From an optimization exercise on the open Yosys and OpenROAD flow, aimed at small area, a short achievable clock period and few clock cycles; shortcuts taken in it are not production practice. In this exercise RTL edits were held to simulation tests only and were not proved equivalent to the original. Power figures rest on the tool's default switching activity, not on a simulated workload.

===== flow/config.mk =====
export PLATFORM = sky130hd
export DESIGN_NAME = lcde
export DESIGN_NICKNAME = lcde
export VERILOG_FILES = /design/flow/design.v
export SDC_FILE = /design/flow/constraint.sdc
export NUM_CORES = 4
export LEC_CHECK = 0
export CAP_MARGIN = 20
export CORE_MARGIN = 2
export CORE_UTILIZATION = 40
export SLEW_MARGIN = 20

===== flow/constraint.sdc =====
create_clock -name core_clock -period 10.0 [get_ports {clk}]
set_input_delay 2.0000 -clock core_clock [delete_from_list [all_inputs] [get_ports {clk}]]
set_output_delay 2.0000 -clock core_clock [all_outputs]
set_load 0.01 [all_outputs]

===== flow/design.v =====
module lcde (
    input  wire        clk,
    input  wire        rst,           
    input  wire        csr_we,
    input  wire [3:0]  csr_addr,
    input  wire [31:0] csr_wdata,
    output reg  [31:0] csr_rdata,
    output wire [2:0]  status,        
    output reg         pt_req,
    output reg  [16:0] pt_addr,
    input  wire        pt_ack,
    input  wire [31:0] pt_rdata,
    output reg         snk_valid,
    output reg  [1:0]  snk_cmd,
    output reg         cb_req,
    input  wire        cb_ack,
    input  wire [31:0] cb_count,
    output reg         diag
);
    localparam [1:0] ST_IDLE = 2'd0, ST_BUSY = 2'd1, ST_DONE = 2'd2;
    localparam [2:0] SCH_PCM = 3'd0, SCH_PPM = 3'd1, SCH_PWM = 3'd2,
                     SCH_PWMP = 3'd3, SCH_PWMT = 3'd4, SCH_MANZ = 3'd5;
    localparam [1:0] CMD_B0 = 2'b00, CMD_B1 = 2'b01, CMD_ROW = 2'b10, CMD_CLR = 2'b11;
    localparam [2:0] C_IDLE  = 3'd0,
                     C_MZ0   = 3'd1,    
                     C_RUN   = 3'd2,    
                     C_EMIT  = 3'd3,    
                     C_FLCB  = 3'd4,    
                     C_FLB0  = 3'd5,    
                     C_ABORT = 3'd6;    
    reg [4:0]  mode_q;
    reg [31:0] short_q, long_q, reset_q, tol_q, syncw_q;
    reg [1:0]  arg_q;
    reg [15:0] num_q;
    reg [1:0]  state_q;
    reg        abort_q;
    reg [31:0] events_q;
    reg [15:0] n_q;
    reg [2:0]  cs_q;
    reg        ph_q;          
    reg        pv_q, gv_q;    
    reg [31:0] p_q, g_q;
    reg        sbd_q;
    reg [32:0] tsl_q;         
    reg        row0ne_q;
    reg [32:0] y_q;           
    reg [33:0] x_q;           
    reg        xok_q, bad_q, gov_q, fl_q;
    wire [2:0] scheme = mode_q[2:0];
    wire       cben   = mode_q[3];
    wire       verb   = mode_q[4];
    wire       is_pcm = (scheme == SCH_PCM);
    wire       is_ppm = (scheme == SCH_PPM);
    wire       is_manz = (scheme == SCH_MANZ);
    assign status = {abort_q, state_q};
    always @(*) begin
        case (csr_addr)
            4'd1:    csr_rdata = {29'd0, abort_q, state_q};
            4'd2:    csr_rdata = {27'd0, mode_q};
            4'd3:    csr_rdata = short_q;
            4'd4:    csr_rdata = long_q;
            4'd5:    csr_rdata = reset_q;
            4'd6:    csr_rdata = {30'd0, arg_q};
            4'd7:    csr_rdata = tol_q;
            4'd8:    csr_rdata = syncw_q;
            4'd9:    csr_rdata = {16'd0, num_q};
            4'd10:   csr_rdata = events_q;
            4'd11:   csr_rdata = {16'd0, n_q};
            default: csr_rdata = 32'd0;
        endcase
    end
    wire start_wr = csr_we && (csr_addr == 4'd0) && csr_wdata[0] && (state_q != ST_BUSY);
    wire        p_le_s = p_q <= short_q;
    wire        p_lt_s = p_q <  short_q;
    wire        p_lt_l = p_q <  long_q;
    wire [31:0] dev_s  = (p_q >= short_q) ? (p_q - short_q) : (short_q - p_q);
    wire [31:0] dev_l  = (p_q >= long_q)  ? (p_q - long_q)  : (long_q  - p_q);
    wire [31:0] dev_y  = (p_q >= syncw_q) ? (p_q - syncw_q) : (syncw_q - p_q);
    wire        win_s  = dev_s < tol_q;
    wire        win_l  = dev_l < tol_q;
    wire        win_y  = (syncw_q != 32'd0) && (dev_y < tol_q);
    wire [1:0]  band   = p_lt_s ? 2'd0 : p_lt_l ? 2'd1 : 2'd2;
    wire [32:0] s_x15     = {1'b0, short_q} + {2'b00, short_q[31:1]};
    wire [33:0] tsl_p     = {1'b0, tsl_q} + {2'b00, p_q};
    wire [33:0] tsl_g     = {1'b0, tsl_q} + {2'b00, g_q};
    wire        manz_fall = tsl_p > {1'b0, s_x15};
    wire        manz_rise = tsl_g > {1'b0, s_x15};
    wire        g_lt_s = g_q < short_q;
    wire        g_lt_l = g_q < long_q;
    wire        g_gt_l = g_q > long_q;
    wire        g_lt_r = g_q < reset_q;
    wire        g_gt_r = g_q > reset_q;
    wire [32:0] y_load   = {1'b0, p_q} + {2'b00, short_q[31:1]};
    wire [33:0] x_load   = {2'b00, p_q} + {2'b00, g_q} + {3'b000, long_q[31:1]};
    wire        bad_load = (short_q != long_q) && (dev_s > {2'b00, long_q[31:2]});
    wire [33:0] y_sub = {1'b0, y_q} - {2'b00, short_q};
    wire        y_ge  = ~y_sub[33];
    wire [34:0] x_sub = {1'b0, x_q} - {3'b000, long_q};
    wire        x_ge  = ~x_sub[34];
    wire [33:0] r_sub = {1'b0, tsl_q} - {2'b00, long_q};
    wire        r_ge  = ~r_sub[33];
    wire [15:0] n_inc   = n_q + 16'd1;
    wire        n_end   = (n_q == num_q);
    wire        n_last  = (n_inc == num_q);
    reg  [1:0]  state_d;
    reg         abort_d;
    reg  [31:0] events_d;
    reg  [15:0] n_d;
    reg  [2:0]  cs_d;
    reg         ph_d, pv_d, gv_d, sbd_d, row0ne_d;
    reg  [32:0] tsl_d;
    reg  [32:0] y_d;
    reg  [33:0] x_d;
    reg         xok_d, bad_d, gov_d, fl_d;
    reg         snk_valid_d, diag_d, cb_req_d, pt_req_d;
    reg  [1:0]  snk_cmd_d;
    reg  [16:0] pt_addr_d;
    reg         fetch_on;
    task automatic emit(input [1:0] cmd);
        begin
            snk_valid_d = 1'b1;
            snk_cmd_d   = cmd;
        end
    endtask
    task automatic pcm_load;
        begin
            y_d   = y_load;
            x_d   = x_load;
            tsl_d = {1'b0, reset_q};
            xok_d = 1'b1;
            bad_d = bad_load;
            gov_d = g_gt_r;
            fl_d  = 1'b1;
            pv_d  = 1'b0;
            gv_d  = 1'b0;
        end
    endtask
    task automatic flush;
        begin
            if (cben) begin
                cb_req_d = 1'b1;
                cs_d     = C_FLCB;
            end else begin
                diag_d = 1'b1;
                emit(CMD_CLR);
                if (is_manz) cs_d = C_FLB0;
            end
        end
    endtask
    always @(*) begin
        state_d   = state_q;
        abort_d   = abort_q;
        events_d  = events_q;
        n_d       = n_q;
        cs_d      = cs_q;
        ph_d      = ph_q;
        pv_d      = pv_q;
        gv_d      = gv_q;
        sbd_d     = sbd_q;
        tsl_d     = tsl_q;
        row0ne_d  = row0ne_q;
        y_d       = y_q;
        x_d       = x_q;
        xok_d     = xok_q;
        bad_d     = bad_q;
        gov_d     = gov_q;
        fl_d      = fl_q;
        snk_valid_d = 1'b0;
        snk_cmd_d   = snk_cmd;
        diag_d      = 1'b0;
        cb_req_d    = 1'b0;
        pt_addr_d   = pt_addr;
        if (pt_req && pt_ack) begin
            if (pt_addr[0]) gv_d = 1'b1;
            else            pv_d = 1'b1;
            pt_addr_d = pt_addr + (is_ppm ? 17'd2 : 17'd1);
        end
        case (cs_q)
            C_IDLE: begin
                if (start_wr) begin
                    state_d  = ST_BUSY;
                    abort_d  = 1'b0;
                    events_d = 32'd0;
                    n_d      = 16'd0;
                    sbd_d    = 1'b0;
                    tsl_d    = 33'd0;
                    ph_d     = is_ppm;
                    pv_d     = 1'b0;
                    gv_d     = 1'b0;
                    pt_addr_d = {16'd0, is_ppm};
                    emit(CMD_CLR);
                    cs_d     = is_manz ? C_MZ0 : C_RUN;
                end
            end
            C_MZ0, C_FLB0: begin
                emit(CMD_B0);
                cs_d = C_RUN;
            end
            C_RUN: begin
                if (n_end) begin
                    state_d = ST_DONE;
                    cs_d    = C_IDLE;
                end else if (is_pcm) begin
                    if (pv_q && gv_q) begin
                        pcm_load;
                        cs_d = C_EMIT;
                    end
                end else if (!ph_q) begin
                    if (pv_q) begin
                        pv_d = 1'b0;
                        ph_d = 1'b1;
                        case (scheme)
                            SCH_PWM: begin
                                if (arg_q == 2'd1 && !sbd_q) sbd_d = 1'b1;
                                else if (p_le_s)             emit(CMD_B1);
                                else                         emit(CMD_B0);
                            end
                            SCH_PWMP: begin
                                if (win_s)      emit(CMD_B1);
                                else if (win_l) emit(CMD_B0);
                                else if (win_y) emit(CMD_ROW);
                                else begin
                                    emit(CMD_CLR);
                                    cs_d = C_ABORT;
                                end
                            end
                            SCH_PWMT: begin
                                if (band == arg_q)      emit(CMD_ROW);
                                else if (band == 2'd0)  emit(CMD_B0);
                                else if (band == 2'd2)  emit(CMD_B1);
                                else if (arg_q == 2'd0) emit(CMD_B0);
                                else                    emit(CMD_B1);
                            end
                            default: begin  
                                if (manz_fall) begin
                                    emit(CMD_B0);
                                    tsl_d = 33'd0;
                                end else begin
                                    tsl_d = tsl_p[32:0];
                                end
                            end
                        endcase
                    end
                end else begin
                    if (gv_q) begin
                        gv_d = 1'b0;
                        ph_d = is_ppm;
                        n_d  = n_inc;
                        case (scheme)
                            SCH_PPM: begin
                                if (g_lt_s)      emit(CMD_B0);
                                else if (g_lt_l) emit(CMD_B1);
                                else if (g_lt_r) emit(CMD_ROW);
                                else             flush;
                            end
                            SCH_PWM: begin
                                if (g_gt_r) begin
                                    sbd_d = 1'b0;
                                    flush;
                                end else if (g_gt_l) begin
                                    sbd_d = 1'b0;
                                    emit(CMD_ROW);
                                end
                            end
                            SCH_MANZ: begin
                                if (g_gt_r) begin
                                    tsl_d = 33'd0;
                                    flush;
                                end else if (manz_rise) begin
                                    emit(CMD_B1);
                                    tsl_d = 33'd0;
                                end else begin
                                    tsl_d = tsl_g[32:0];
                                end
                            end
                            default: begin  
                                if (g_gt_r) flush;
                            end
                        endcase
                    end
                end
            end
            C_EMIT: begin
                if (y_ge) begin
                    emit(CMD_B1);
                    y_d = y_sub[32:0];
                    if (x_ge) x_d = x_sub[33:0];
                    else      xok_d = 1'b0;
                end else if (xok_q && x_ge && r_ge) begin
                    emit(CMD_B0);
                    x_d   = x_sub[33:0];
                    tsl_d = r_sub[32:0];
                end else if (bad_q) begin
                    emit(CMD_CLR);
                    bad_d = 1'b0;
                end else if (fl_q && (gov_q || n_last) && row0ne_q) begin
                    fl_d = 1'b0;
                    flush;
                end else begin
                    n_d = n_inc;
                    if (n_last) begin
                        state_d = ST_DONE;
                        cs_d    = C_IDLE;
                    end else if (pv_q && gv_q) begin
                        pcm_load;
                    end else begin
                        cs_d = C_RUN;
                    end
                end
            end
            C_FLCB: begin
                if (cb_ack) begin
                    events_d = events_q + cb_count;
                    diag_d   = verb && (cb_count != 32'd0);
                    emit(CMD_CLR);
                    cs_d = is_manz ? C_FLB0 : is_pcm ? C_EMIT : C_RUN;
                end else begin
                    cb_req_d = 1'b1;
                end
            end
            C_ABORT: begin
                events_d = 32'd0;
                abort_d  = 1'b1;
                state_d  = ST_DONE;
                cs_d     = C_IDLE;
            end
            default: cs_d = C_IDLE;
        endcase
        if (snk_valid_d) row0ne_d = (snk_cmd_d != CMD_CLR);
        fetch_on = (state_d == ST_BUSY) && (cs_d != C_ABORT);
        pt_req_d = fetch_on && (pt_addr_d[16:1] < num_q) &&
                   !(pt_addr_d[0] ? gv_d : pv_d);
    end
    always @(posedge clk) begin
        if (csr_we) begin
            case (csr_addr)
                4'd2: mode_q  <= csr_wdata[4:0];
                4'd3: short_q <= csr_wdata;
                4'd4: long_q  <= csr_wdata;
                4'd5: reset_q <= csr_wdata;
                4'd6: arg_q   <= csr_wdata[1:0];
                4'd7: tol_q   <= csr_wdata;
                4'd8: syncw_q <= csr_wdata;
                4'd9: num_q   <= csr_wdata[15:0];
                default: ;
            endcase
        end
        if (pt_req && pt_ack) begin
            if (pt_addr[0]) g_q <= pt_rdata;
            else            p_q <= pt_rdata;
        end
        pt_addr  <= pt_addr_d;
        snk_cmd  <= snk_cmd_d;
        sbd_q    <= sbd_d;
        tsl_q    <= tsl_d;
        row0ne_q <= row0ne_d;
        y_q      <= y_d;
        x_q      <= x_d;
        xok_q    <= xok_d;
        bad_q    <= bad_d;
        gov_q    <= gov_d;
        fl_q     <= fl_d;
        ph_q     <= ph_d;
        if (rst) begin
            state_q   <= ST_IDLE;
            abort_q   <= 1'b0;
            events_q  <= 32'd0;
            n_q       <= 16'd0;
            cs_q      <= C_IDLE;
            pv_q      <= 1'b0;
            gv_q      <= 1'b0;
            snk_valid <= 1'b0;
            diag      <= 1'b0;
            cb_req    <= 1'b0;
            pt_req    <= 1'b0;
        end else begin
            state_q   <= state_d;
            abort_q   <= abort_d;
            events_q  <= events_d;
            n_q       <= n_d;
            cs_q      <= cs_d;
            pv_q      <= pv_d;
            gv_q      <= gv_d;
            snk_valid <= snk_valid_d;
            diag      <= diag_d;
            cb_req    <= cb_req_d;
            pt_req    <= pt_req_d;
        end
    end
endmodule

===== flow/run.sh =====
#!/bin/bash
# synth_recipe.tcl (not shown) runs the flow's synth.tcl, then flattens the netlist and writes it again
# the make line also repeats each setting of config.mk as NAME=value (left out here)
make -C /OpenROAD-flow-scripts/flow DESIGN_CONFIG=/design/flow/config.mk WORK_HOME=/design/flow/orfs CLKGATE_MAP_FILE= SYNTH_SCRIPT=/design/flow/synth_recipe.tcl finish

==> reports/results.ini <==
[global_route]
first_global_vias=45849
number_of_antenna_violations_at_the_first_check_in_global_routing=13
global_route_wire_length_before_repair_mm=326
grt_util_all_layers=0.341
globalRouteOverflowTotal=0
largest_net_degree_at_the_start_of_global_routing=80

[detailed_routing]
wl_per_cell_um=29.7
route.detailed.vias_per_inst=6.34
totalWireLength_mm=230
drtIter0Drc=5583
route.vias.total=49185
detail_route.first_pass.iterations=7
drc_errors=0
ant_nets=0

[final_layout]
share_of_final_layout_standard_cells_stronger_than_drive_strength_1=0.0480
stdcell_area_um2=56200
finalNetCount=6985
layout.area.seq_um2=12200
syn_to_final_growth_pct=11.0
multi_input_comb_area_um2=36300
nFillCells=12499

[floorplanning]
die_w_um=360
die_area_um2=129000
initial_core_util=0.403
floorplan.core_area_um2=126000
rows=130
die_height_um=360
design.portCount=163

[worst_setup_path]
critical_path.slowest_cell=sky130_fd_sc_hd__edfxtp_1
worstSetupEndpointType=register
arrival_time_at_the_worst_endpoint_ns=8.61
worst_path_dominant_cell_family=simple AND/OR/NAND/NOR gates
crit_chain=inv_1, ha_1, nand4_1, nor4_2, nand3_1, nand2_1, mux2i_1, a211o_1, a22oi_1, o31a_1, o22ai_1, xor2_1, ha_1, nand4_1, nor3_1, nand4_1, nor4_1, a2111oi_1, buf_4, o21ai_0, a21oi_1, nor4b_1, o32a_1, nand2_1
critical-path-top-cell-by-count=sky130_fd_sc_hd__nand4_1
startpoint_type_of_the_worst_setup_path=register
worst_ep_required_time_ns=10.45
setup.worst_path.class=reg2reg
critical_path_buf_inv_count=2
crit_fanout=17
worst_path_largest_cell_delay_ns=0.67
register_to_register_setup_slack_ns=1.83

[run]
cap_viol_max_count=0

[synth]
most_instantiated_library_cell_after_synthesis=sky130_fd_sc_hd__ha_1
synth_edf_count=354
yosysUniqueCellTypes=112
synth.cell_area_um2=50600
synth_commonest_cells=781 x sky130_fd_sc_hd__ha_1, 665 x sky130_fd_sc_hd__a21oi_1, 430 x sky130_fd_sc_hd__nand2_1, 403 x sky130_fd_sc_hd__nor2_1, 354 x sky130_fd_sc_hd__edfxtp_1
synthesis.area_per_instance_um2=8.52
synth.top_cells.by_area=sky130_fd_sc_hd__edfxtp_1 21%, sky130_fd_sc_hd__ha_1 19%, sky130_fd_sc_hd__a21oi_1 6.6%
yosys.area.top_type=sky130_fd_sc_hd__edfxtp_1
syn_inst_count=5944
synthesis.nets=6877
yosys_register_bits=433
asyncSetResetFlopFracSynth=0
ys_dominant_reg_cell=sky130_fd_sc_hd__edfxtp_1
yosysWarningCount=1
synth_sequential_area_ratio=0.241
synthDominantCellAreaShare=0.210

[worst_hold_path]
min-delay-path-class=reg2reg

[clock_tree]
cts_hold_repair.buffers=0
cts_buffers=54
insertion_delay_ns=0.74
cts_tree=done
postcts_resize_cnt=0
cts.root.buffer_cell=sky130_fd_sc_hd__clkbuf_16
clkTransAtPathRegs_ns=0.06
h-tree-depth=2
cts_post_setup_buffers_inserted=0
cts.sink_count=433
cts_max_path_buffers=3

[sta]
final-hold-violation-count=0
whs_ns=0.498
setup_total_negative_slack_ns=0
final-max-slew-violation-count=0
fmaxAchievable_mhz=122
finalSetupViolCount=0
period_needed_ns=8.17
clock-skew-final_ns=0.0874
rsz_0062_raised_after_global_routing=false
tightest_slew_ns=1.17
slew-limit-headroom=0.217
final_min_period_over_clock_period=0.817

[pwr]
power.leakage_nw=23.6
totalPowerFinal_mw=4.99
cellPowerDensity_nw_per_um2=88.8
peakVddDrop_mv=0.146

[place]
placed_standard_cell_area_um2=54300
dp_hpwl_mm=189
gp_congestion=1.02
buffer_ports.inserted=162

[run_status]
result_of_the_run=complete, no violations

==> path summary, 6_finish.rpt <==
kind                  endpoint  cells after the start          from
hold / removal    events_q[11]                      2  events_q[11]
setup / recovery      row0ne_q                     24   short_q[16]
setup reg to reg      row0ne_q                     24   short_q[16]
hold reg to reg   events_q[11]                      2  events_q[11]
==> sequential cells by signal, indices dropped and copies added, names as in the netlist, 2 cells and up <==
signal and cells:
cs_q 3, tol_q 32, state_q 2, events_q 32, short_q 32, long_q 32
pt_addr 17, g_q 32, y_q 33, p_q 32, snk_cmd 2, n_q 16
num_q 16, x_q 34, arg_q 2, reset_q 32, mode_q 5, syncw_q 32
tsl_q 33
==> metal layers <==
metal / vias to the layer above / wire length [um] / global-route usage
li1: 22587 / - / -
met1: 23598 / 96700 / 0.446
met2: 2453 / 98500 / 0.521
met3: 541 / 18500 / 0.0637
met4: 6 / 16300 / 0.205
met5: - / 191 / 0.00888
==> worst register-to-register path, delay by kind of cell (launching register included) <==
kind	cells	cell delay [ns]
AO/OA/AOI/OAI	8	1.96
XOR/XNOR	1	0.18
adder cells (fa/ha/maj)	2	0.85
buffers and inverters	2	0.40
flip-flops	1	0.67
multiplexers	1	0.20
AND/OR/NAND/NOR	10	3.63
==> cell type report <==
| type | instances | area share |
|---|---|---|
| antenna | 5 | 0.000223 |
| clock buffer | 70 | 0.0259 |
| multi-input combinational | 4951 | 0.646 |
| clock inverter | 32 | 0.00777 |
| tap | 1650 | 0.0367 |
| inverter | 347 | 0.0232 |
| sequential | 433 | 0.217 |
| timing repair buffer | 265 | 0.0430 |
==> metrics by stage <==
step                setup WS [ns]  utilization  std cells
global placement             2.13        0.432       7642
floorplan                    4.10            -       5944
CTS                          2.07        0.447       7746
finish                       1.83        0.448       7753
global route                 1.38        0.448       7749
detailed placement           2.13        0.432       7644
==> logic make-up (layout without fill, tap and decap cells) <==
| logic type | after synthesis | in the layout | share of synthesized area |
|---|---|---|---|
| AOI/OAI and AO/OA | 2106 | 2106 | 0.272 |
| xor gates and xnor gates | 413 | 413 | 0.0714 |
| adders and majority gates | 828 | 828 | 0.212 |
| buffers and inverters | 560 | 714 | 0.0441 |
| DFF | 433 | 433 | 0.241 |
| muxes | 58 | 58 | 0.0117 |
| other | 0 | 5 | 0 |
| and+or+nand+nor | 1546 | 1546 | 0.148 |
==> power by group <==
group          total [mW]  switching [mW]  internal [mW]
Clock                2.16           0.938           1.22
Sequential           2.01          0.0420           1.97
Combinational       0.824           0.510          0.315
Total                4.99            1.49           3.50
==> layout by cell type (no fill, tap or decap), types with 41 or more instances in the layout <==
cell type / n
sky130_fd_sc_hd__fa_1: 47
sky130_fd_sc_hd__and3_1: 44
sky130_fd_sc_hd__dfxtp_1: 79
sky130_fd_sc_hd__a21oi_1: 662
sky130_fd_sc_hd__o21a_1: 58
sky130_fd_sc_hd__clkbuf_16: 55
sky130_fd_sc_hd__nand4_1: 128
sky130_fd_sc_hd__xor2_1: 181
sky130_fd_sc_hd__o21bai_1: 81
sky130_fd_sc_hd__nor3_1: 104
sky130_fd_sc_hd__nand2b_1: 76
sky130_fd_sc_hd__o211ai_1: 66
sky130_fd_sc_hd__inv_1: 345
sky130_fd_sc_hd__a22oi_1: 123
sky130_fd_sc_hd__nor2b_1: 69
sky130_fd_sc_hd__nor2_1: 399
sky130_fd_sc_hd__a21o_1: 257
sky130_fd_sc_hd__xnor2_1: 232
sky130_fd_sc_hd__mux2i_1: 47
sky130_fd_sc_hd__edfxtp_1: 354
sky130_fd_sc_hd__buf_4: 100
sky130_fd_sc_hd__nand2_1: 429
sky130_fd_sc_hd__nand3_1: 111
sky130_fd_sc_hd__a31oi_1: 75
sky130_fd_sc_hd__o21ai_1: 45
sky130_fd_sc_hd__a211oi_1: 105
sky130_fd_sc_hd__ha_1: 781
sky130_fd_sc_hd__clkdlybuf4s50_1: 162
sky130_fd_sc_hd__nor4_1: 41
sky130_fd_sc_hd__o21ai_0: 308
Testbench counts, summed over its fixed seeds: cycles 35,620.

[afterwards: timing with drivers on the ports]
The flow's constraints put no driver on any port. The routed layout listed below was extracted and timed again, unchanged, in two steps. Step 1 assumes that a clkbuf_16 drives the clock port and a buf_2 every other input. Step 2 times the ports against the registers' clock, not the clock port: input delays grow and output delays shrink by t, the midpoint of the rising clock arrivals with the driver on. Three values: ideal ports, drivers, drivers and shift; two values: the first two.
t (ns): 0.779
slack for setup (ns): 1.833 / 1.833 / 1.833
worst data-port slew with drivers (ns): 0.13
After both steps this run still meets setup and hold. For this run, drivers alone change the setup slack by 0.000 ns; drivers and shift together by 0.000 ns.
